What follows belongs to an exercise in optimizing a design on an open flow for small area; a production flow would make more cautious choices.
The RTL was checked by simulation tests, not by an equivalence proof against the original design.
Power figures rest on the tool's default switching activity, not on a simulated workload.

### design/flow/run.sh
#!/bin/bash
# synth_recipe.tcl (not shown) runs the flow's synth.tcl, then flattens the netlist and writes it again
# the make line also repeats each setting of config.mk as NAME=value (left out here)
make -C /OpenROAD-flow-scripts/flow DESIGN_CONFIG=/design/flow/config.mk WORK_HOME=/design/flow/orfs CLKGATE_MAP_FILE= SYNTH_SCRIPT=/design/flow/synth_recipe.tcl finish
### design/flow/config.mk
export PLATFORM = sky130hd
export DESIGN_NAME = avr_boot_engine
export DESIGN_NICKNAME = avr_boot_engine
export VERILOG_FILES = /design/flow/design.v
export SDC_FILE = /design/flow/constraint.sdc
export NUM_CORES = 4
export LEC_CHECK = 0
export CAP_MARGIN = 20
export CORE_MARGIN = 2
export CORE_UTILIZATION = 30
export SLEW_MARGIN = 20
### design/flow/constraint.sdc
create_clock -name core_clock -period 10.0 [get_ports {clk}]
set_input_delay 2.0000 -clock core_clock [delete_from_list [all_inputs] [get_ports {clk}]]
set_output_delay 2.0000 -clock core_clock [all_outputs]
set_load 0.01 [all_outputs]
### design/flow/design.v
module avr_boot_engine (
    input  wire        clk,
    input  wire        rst,           
    output wire        link_load,     
    output reg  [7:0]  link_tx,
    output wire        link_poll,     
    input  wire        link_done,
    input  wire        link_wcol,
    input  wire [7:0]  link_rx,
    output wire        nvm_poll,      
    input  wire        nvm_busy,
    output wire        nvm_op,        
    output reg  [1:0]  nvm_cmd,       
    output reg  [16:0] nvm_addr,
    output reg  [7:0]  nvm_lo,
    output reg  [7:0]  nvm_hi,
    output wire        pm_re,
    output reg  [16:0] pm_addr,
    input  wire [7:0]  pm_data,
    output wire        aux_re,
    output wire        aux_we,
    output reg  [15:0] aux_addr,
    output reg  [7:0]  aux_wdata,
    input  wire [7:0]  aux_rdata,
    output reg         escape,
    output reg  [2:0]  esc_cause,
    output reg         irq_inhibit
);
    localparam integer C           = 256;
    localparam integer TIMEOUT_MAX = 1000;
    localparam integer ERR_MAX     = 8;
    localparam [7:0]   AUX_MARKER  = 8'h01;
    localparam [7:0]   ACK_B0 = 8'hA0, ACK_B2 = 8'hA2, ACK_B3 = 8'hA3;
    localparam [7:0]   SIG0 = 8'h5A, SIG1 = 8'h5B, SIG2 = 8'h5C;
    localparam [7:0] OP_PING = 8'h30, OP_LEAVE = 8'h51, OP_SETADDR = 8'h55,
                     OP_WRITE = 8'h64, OP_READ = 8'h74, OP_SIG = 8'h75;
    localparam [2:0] CAUSE_LEAVE = 3'd0, CAUSE_TIMEOUT = 3'd1, CAUSE_COLLISION = 3'd2,
                     CAUSE_DESYNC = 3'd3, CAUSE_OVERSIZE = 3'd4;
    localparam [1:0] NVM_ERASE = 2'd0, NVM_STAGE = 2'd1, NVM_COMMIT = 2'd2, NVM_RWW = 2'd3;
    localparam [3:0] S_LOAD     = 4'd0,    
                     S_POLL     = 4'd1,    
                     S_FDONE    = 4'd2,    
                     S_DISPATCH = 4'd3,    
                     S_CHECK    = 4'd4,    
                     S_AUXW     = 4'd5,    
                     S_NWAIT    = 4'd6,    
                     S_NOP      = 4'd7,    
                     S_RD       = 4'd8,    
                     S_RDCAP    = 4'd9,    
                     S_ESC      = 4'd10;   
    localparam [2:0] F_IDLE = 3'd0, F_ACK = 3'd1, F_LEAVE = 3'd2,
                     F_INGEST = 3'd3, F_READ = 3'd4, F_READEND = 3'd5;
    localparam [2:0] P_ERASE = 3'd0, P_STAGE = 3'd1, P_COMMIT = 3'd2,
                     P_RWW = 3'd3, P_DONE = 3'd4;
    reg [3:0]  state;
    reg [2:0]  fctx;
    reg [1:0]  bi;           
    reg [2:0]  pstep;
    reg [15:0] addr_r;       
    reg [15:0] len_r;        
    reg        auxsel;
    reg        hibank;
    reg [3:0]  errcnt;
    reg [9:0]  pollcnt;
    reg [7:0]  in0, in1, in2, in3;
    reg [7:0]  out0, out1, out2, out3;
    reg [15:0] a0;
    reg [15:0] p;
    reg [16:0] k;
    reg [15:0] l;
    reg [8*C-1:0] pb;
    reg [7:0] out_cur;
    always @(*) begin
        case (bi)
            2'd0: out_cur = out0;
            2'd1: out_cur = out1;
            2'd2: out_cur = out2;
            default: out_cur = out3;
        endcase
    end
    wire [7:0] pb_lo = pb[8*k[7:0] +: 8];
    wire [7:0] pb_hi = pb[8*{k[7:1], 1'b1} +: 8];
    wire [3:0] errcnt_inc  = errcnt + 4'd1;
    wire [9:0] pollcnt_inc = pollcnt + 10'd1;
    reg pad_bad;
    always @(*) begin
        pad_bad = 1'b0;
        if (l != 16'd0) begin
            case (l[1:0])
                2'd1: pad_bad = (in1 != 8'h00) || (in2 != 8'h00) || (in3 != 8'h00);
                2'd2: pad_bad = (in2 != 8'h00) || (in3 != 8'h00);
                2'd3: pad_bad = (in3 != 8'h00);
                default: pad_bad = 1'b0;
            endcase
        end
    end
    wire k_lt_l = (k < {1'b0, l});
    assign link_load = (state == S_LOAD);
    assign link_poll = (state == S_POLL);
    assign nvm_poll  = (state == S_NWAIT);
    assign nvm_op    = (state == S_NOP);
    assign pm_re     = (state == S_RD) && k_lt_l && !auxsel;
    assign aux_re    = (state == S_RD) && k_lt_l && auxsel;
    assign aux_we    = (state == S_AUXW) && k_lt_l;
    always @(*) begin
        link_tx   = out_cur;
        pm_addr   = {hibank, p};
        aux_addr  = p;
        aux_wdata = pb_lo;
        nvm_lo    = pb_lo;
        nvm_hi    = pb_hi;
        case (pstep)
            P_ERASE:  begin nvm_cmd = NVM_ERASE;  nvm_addr = {hibank, a0}; end
            P_STAGE:  begin nvm_cmd = NVM_STAGE;  nvm_addr = {hibank, p};  end
            P_COMMIT: begin nvm_cmd = NVM_COMMIT; nvm_addr = {hibank, a0}; end
            default:  begin nvm_cmd = NVM_RWW;    nvm_addr = {hibank, a0}; end
        endcase
    end
    always @(posedge clk) begin
        if (rst) begin
            state       <= S_LOAD;
            fctx        <= F_IDLE;
            bi          <= 2'd0;
            pstep       <= P_ERASE;
            addr_r      <= 16'h0000;
            len_r       <= 16'h0000;
            auxsel      <= 1'b0;
            hibank      <= 1'b0;
            errcnt      <= 4'd0;
            pollcnt     <= 10'd0;
            out0        <= 8'h00;
            out1        <= 8'h00;
            out2        <= 8'h00;
            out3        <= 8'h00;
            escape      <= 1'b0;
            esc_cause   <= 3'd0;
            irq_inhibit <= 1'b0;
        end else begin
            case (state)
                S_LOAD: begin
                    pollcnt   <= 10'd0;
                    state     <= S_POLL;
                end
                S_POLL: begin
                    if (link_wcol && errcnt_inc >= ERR_MAX) begin
                        errcnt    <= errcnt_inc;
                        escape    <= 1'b1;
                        esc_cause <= CAUSE_COLLISION;
                        state     <= S_ESC;
                    end else begin
                        if (link_wcol)
                            errcnt <= errcnt_inc;
                        if (link_done) begin
                            case (bi)
                                2'd0: in0 <= link_rx;
                                2'd1: in1 <= link_rx;
                                2'd2: in2 <= link_rx;
                                default: in3 <= link_rx;
                            endcase
                            bi <= bi + 2'd1;
                            state <= (bi == 2'd3) ? S_FDONE : S_LOAD;
                        end else if (pollcnt_inc > TIMEOUT_MAX) begin
                            pollcnt   <= pollcnt_inc;
                            escape    <= 1'b1;
                            esc_cause <= CAUSE_TIMEOUT;
                            state     <= S_ESC;
                        end else begin
                            pollcnt <= pollcnt_inc;
                        end
                    end
                end
                S_FDONE: begin
                    case (fctx)
                        F_IDLE:  state <= S_DISPATCH;
                        F_LEAVE: begin
                            escape    <= 1'b1;
                            esc_cause <= CAUSE_LEAVE;
                            state     <= S_ESC;
                        end
                        F_INGEST: begin
                            if (k < C)
                                pb[32*k[7:2] +: 32] <= {in3, in2, in1, in0};
                            k <= k + 17'd4;
                            if (k + 17'd4 < {1'b0, l}) begin
                                fctx  <= F_INGEST;
                                out0 <= 8'h00; out1 <= 8'h00; out2 <= 8'h00; out3 <= 8'h00;
                                state <= S_LOAD;
                            end else begin
                                state <= S_CHECK;
                            end
                        end
                        F_READ:  state <= S_RD;
                        default: begin
                            fctx  <= F_IDLE;
                            out0 <= 8'h00; out1 <= 8'h00; out2 <= 8'h00; out3 <= 8'h00;
                            state <= S_LOAD;
                        end
                    endcase
                end
                S_DISPATCH: begin
                    case (in0)
                        OP_PING, OP_LEAVE, OP_SETADDR: begin
                            if (in0 == OP_SETADDR)
                                addr_r <= {in2, in1};
                            fctx <= (in0 == OP_LEAVE) ? F_LEAVE : F_ACK;
                            out0 <= ACK_B0; out1 <= 8'h00; out2 <= ACK_B2; out3 <= ACK_B3;
                            state <= S_LOAD;
                        end
                        OP_SIG: begin
                            fctx <= F_ACK;
                            out0 <= SIG0; out1 <= SIG1; out2 <= SIG2; out3 <= 8'h00;
                            state <= S_LOAD;
                        end
                        OP_WRITE, OP_READ: begin
                            len_r  <= {in1, in2};
                            l      <= {in1, in2};
                            auxsel <= (in3 == AUX_MARKER);
                            hibank <= addr_r[15];
                            a0     <= {addr_r[14:0], 1'b0};
                            p      <= {addr_r[14:0], 1'b0};
                            k      <= 17'd0;
                            if (in0 == OP_READ) begin
                                state <= S_RD;
                            end else if ({in1, in2} == 16'd0) begin
                                state <= S_CHECK;
                            end else begin
                                fctx <= F_INGEST;
                                out0 <= 8'h00; out1 <= 8'h00; out2 <= 8'h00; out3 <= 8'h00;
                                state <= S_LOAD;
                            end
                        end
                        default: begin
                            fctx <= F_IDLE;
                            out0 <= 8'h00; out1 <= 8'h00; out2 <= 8'h00; out3 <= 8'h00;
                            state <= S_LOAD;
                        end
                    endcase
                end
                S_CHECK: begin
                    k <= 17'd0;
                    p <= a0;
                    if (pad_bad) begin
                        escape    <= 1'b1;
                        esc_cause <= CAUSE_DESYNC;
                        state     <= S_ESC;
                    end else if (l > C) begin
                        escape    <= 1'b1;
                        esc_cause <= CAUSE_OVERSIZE;
                        state     <= S_ESC;
                    end else if (auxsel) begin
                        state <= S_AUXW;
                    end else begin
                        l           <= l + {15'd0, l[0]};
                        len_r       <= l + {15'd0, l[0]};
                        irq_inhibit <= 1'b1;
                        pstep       <= P_ERASE;
                        state       <= S_NWAIT;
                    end
                end
                S_AUXW: begin
                    if (k_lt_l) begin
                        p         <= p + 16'd1;
                        k         <= k + 17'd1;
                    end else begin
                        addr_r <= p;
                        fctx   <= F_ACK;
                        out0 <= ACK_B0; out1 <= 8'h00; out2 <= ACK_B2; out3 <= ACK_B3;
                        state  <= S_LOAD;
                    end
                end
                S_NWAIT: begin
                    if (!nvm_busy) begin
                        if (pstep == P_DONE) begin
                            irq_inhibit <= 1'b0;
                            addr_r      <= p;
                            fctx        <= F_ACK;
                            out0 <= ACK_B0; out1 <= 8'h00; out2 <= ACK_B2; out3 <= ACK_B3;
                            state       <= S_LOAD;
                        end else begin
                            state <= S_NOP;
                        end
                    end
                end
                S_NOP: begin
                    state  <= S_NWAIT;
                    case (pstep)
                        P_ERASE: begin
                            pstep    <= (l != 16'd0) ? P_STAGE : P_COMMIT;
                        end
                        P_STAGE: begin
                            p        <= p + 16'd2;
                            k        <= k + 17'd2;
                            if (k + 17'd2 >= {1'b0, l})
                                pstep <= P_COMMIT;
                        end
                        P_COMMIT: begin
                            pstep    <= P_RWW;
                        end
                        default: begin
                            pstep   <= P_DONE;
                        end
                    endcase
                end
                S_RD: begin
                    if (k_lt_l) begin
                        state <= S_RDCAP;
                    end else if (k[1:0] != 2'd0) begin
                        if (k[1:0] <= 2'd1) out1 <= 8'h00;
                        if (k[1:0] <= 2'd2) out2 <= 8'h00;
                        out3  <= 8'h00;
                        fctx  <= F_READEND;
                        state <= S_LOAD;
                    end else begin
                        fctx <= F_IDLE;
                        out0 <= 8'h00; out1 <= 8'h00; out2 <= 8'h00; out3 <= 8'h00;
                        state <= S_LOAD;
                    end
                end
                S_RDCAP: begin
                    case (k[1:0])
                        2'd0: out0 <= auxsel ? aux_rdata : pm_data;
                        2'd1: out1 <= auxsel ? aux_rdata : pm_data;
                        2'd2: out2 <= auxsel ? aux_rdata : pm_data;
                        default: out3 <= auxsel ? aux_rdata : pm_data;
                    endcase
                    p <= p + 16'd1;
                    k <= k + 17'd1;
                    if (k[1:0] == 2'd3) begin
                        fctx  <= F_READ;
                        state <= S_LOAD;
                    end else begin
                        state <= S_RD;
                    end
                end
                default: begin
                    state <= S_ESC;
                end
            endcase
        end
    end
endmodule
==> run summary <==
status=finished clean; violation count after the first detailed-route iteration=about 8000; global-route wire length before repair=about 510000 um; area added between synthesis and finish=12.8%; post-route worst hold slack=between 0.4 and 0.5 ns; kind of path behind the tightest hold check=reg2reg; standard-cell rows=between 200 and 250; placeable core region=a little under 400000 um^2; number of iterations in the first detailed-routing pass=5; largest area contributor in the synthesized netlist=edfxtp_1; post-synth cell types=88; Post-Syn Area=~120000 um^2; Pins Over Slew Limit=0; DIE AREA=396000 um^2; HPWL after detailed placement=approximately 210000 um; total wire length after detailed routing=roughly 350000 um; startpoint-to-endpoint class of the critical path=reg2out; setup repair after global routing missed its margin=false; summed negative setup slack over all endpoints=0 ns; initial antenna violation count=21; Avg WL per Cell=between 20 and 30 um; count of hold-fix buffers inserted at cts=0; share of cells above drive strength 1=42.3%; top-level I/O count=125; Vert. Die Dim=roughly 630 um; most frequent standard cell in the layout excluding fill and tap cells=edfxtp_1; Starting Density=30.1%; H-Tree Depth=4; clock tree from TritonCTS=yes; total gr overflow=0; worst-path maximum fanout=57; peak ir drop on the vdd network=roughly 0.00017 V; count of cells resized by post-cts repair=0; sequential area share after synthesis=roughly 56%; final critical path time including I/O delays and setup=8.49 ns; count of buffers added by post-CTS timing repair for setup=0; total number of yosys warnings=1; routed vias/inst=~5.6; maximum number of pins on one net before global-route repair=190; Worst Clk Skew=0.0753 ns; final period utilization=~85%; final number of hold-violating endpoints=0; clock-pin slew reported for the worst setup and hold paths after clock tree synthesis=roughly 0.060 ns; number of nets in the layout=between 7000 and 8000; Post-Synthesis Net Count=about 7600; Design Power=a little over 20 mW; total number of clock tree sinks=~2200; area share of the leading cell type in the synthesized netlist=54.9%; total of fill cells in the finished design=37100; async set-reset flop share out of synthesis=0%; number of enable flip-flop cells after synthesis=around 2100; Die W=roughly 630 um; syn avg cell area=15.5 um^2; Critical Path Sink Type=output port; Routed Antenna Nets=0; number of remaining DRC errors=0; Inserted Clock Buffers=around 240; remaining max-slew budget at the tightest pin=between 10% and 20%; Pwr per Cell Area=153 nW/um^2; deepest clock path buffer count=4; Leak=~42 nW; Register Area=between 60000 and 70000 um^2; required time of the critical path=roughly 8.0 ns; weighted congestion at the end of routability-driven global placement=between 0.8 and 0.9; Top FF cell, synth=edfxtp_1; area taken by multi-input logic gates=48000 um^2; Skew-Pair Late Insertion Delay=roughly 0.94 ns; gr usage total=17.0%; Max-cap violations=0; measured slew at the worst slew-check pin=1.24 ns; via total after detailed routing=~71000; setup-violating endpoint count in the final report=0; Arr. time, crit path=6.49 ns; register bit total from synthesis=between 2000 and 2500; synthesized instance count=between 7000 and 8000; via count of the first global-routing pass=slightly above 70000; kind of start point of the critical path=flip-flop; leading cell types by total area after synthesis=edfxtp_1 (55%), mux2_2 (20%), mux4_2 (9.1%); most used cells in the layout excluding fill and tap cells=edfxtp_1 (2144), mux2_2 (2054), mux4_2 (474); Root Driver=clkbuf_16; maximum operating frequency=between 100 and 150 MHz; port bufs=around 120
synthesized netlist by cell type, types with 15 or more instances:
cell,number
a211oi_1,30
a21o_1,15
a21oi_1,148
a221oi_1,114
a22oi_1,71
a311oi_1,18
and2_1,15
and3_1,25
buf_1,76
buf_2,209
buf_4,75
clkbuf_1,379
dfxtp_1,81
edfxtp_1,2144
ha_1,66
inv_1,50
mux2_1,19
mux2_2,2054
mux2i_1,358
mux4_2,474
nand2_1,268
nand2b_1,19
nand3_1,93
nand4_1,28
nor2_1,197
nor2b_1,20
nor3_1,37
nor4_1,18
o211ai_1,15
o21ai_0,167
xnor2_1,33
xor2_1,21
where the power goes:
group / leakage (nW) / switching [mW] / internal, mW / total, mW
clock: 3.89 / 3.87 / 5.24 / 9.11
sequential: 19.9 / 0.0351 / 10.1 / 10.1
combinational: 18.3 / 0.651 / 0.382 / 1.03
cells by family (layout without fill, tap and decap cells):
logic type               after synthesis  after routing  share of synthesized area [%]
buffers and inverters                803            867                           3.09
XOR/XNOR                              55             55                          0.427
adder cells (fa/ha/maj)               66             66                          0.705
AO/OA/AOI/OAI                        711            711                           4.16
flip-flops                          2225           2225                           56.3
AND/OR/NAND/NOR                      783            783                           3.15
other                                  0              3                              0
multiplexers                        2909           2909                           32.1
worst max-delay path, cell delays in order, from the launching register on:
cell and delay (ns):
edfxtp_1 0.71, buf_4 0.59, inv_8 0.37, buf_12 0.37, o21ai_0 0.29, a21oi_1 0.09
o21ai_0 0.50, a21oi_1 0.22, o21ai_0 0.99, o21ai_0 0.64, clkdlybuf4s50_1 0.64
state kept, by name, summed over array words and instances (netlist names), 10 cells and up:
name     count
l           16
pb        2048
addr_r      16
pollcnt     10
k           17
a0          15
p           16
path summary, 6_finish.rpt:
| kind | cells past startpoint | end | slack (ns) | start |
|---|---|---|---|---|
| worst max-delay path | 10 | aux_wdata[3] | 1.51 | k[0] |
| worst min-delay path | 0 | a0[6] | 0.46 | addr_r[5] |
| worst min register to register | 0 | a0[6] | 0.46 | addr_r[5] |
| worst max register to register | 15 | out2[7] | 3.93 | k[4] |
final cells by class:
cell class | count | share of cell area [%]
diodes | 3 | 0.00568
clock buffers | 295 | 4.82
clock inverters | 159 | 1.18
inverters | 54 | 0.163
multi-input cells | 4524 | 36.3
flip-flops and latches | 2225 | 49.9
well taps | 5197 | 4.92
repair buffers | 359 | 2.64
routing by layer:
layer  global-route usage (%)  vias up  share of wire [%]
li1                         -    29800                  -
met1                     23.4    38300                 43
met2                     27.1     2865                 46
met3                     2.66      495                7.4
met4                     5.79        2                3.5
met5                        0        -             0.0023
per-stage QoR:
stage	setup slack, ns	utilization [%]	cells	cell area [um^2]
6_report	1.51	34.0	12800	132000
5_1_grt	1.61	34.0	12800	132000
4_1_cts	1.62	34.0	12800	132000
3_5_place_dp	2.65	31.9	12400	124000
3_3_place_gp	2.20	31.9	12300	124000
2_1_floorplan	-41.50	-	7552	117000

## static timing again, ports no longer ideal
The results above use ideal ports. As a check the final layout listed here was re-extracted and re-timed, cells and wires unchanged.
Step 1 assumes that a clkbuf_16 drives the clock port and a buf_2 every other input.
Step 2, shift: input delay + t, output delay - t, t = (earliest + latest rising clock arrival at the registers) / 2. This alone moves slack from input paths to output paths.
Slacks: ideal ports / drivers / drivers and shift; pairs: ideal ports / drivers.
shift t [ns]: 0.996
setup WS [ns]: 1.512 / 1.415 / 2.412
slew at the worst register clock pin (ns): 0.07 / 0.07
worst slew at a driven data input, ns: 0.06
pins driven straight from the clock port: 1
After both steps this run still meets setup and hold. The setup slack of this run moves by -0.097 ns with the drivers and by +0.900 ns with both steps.
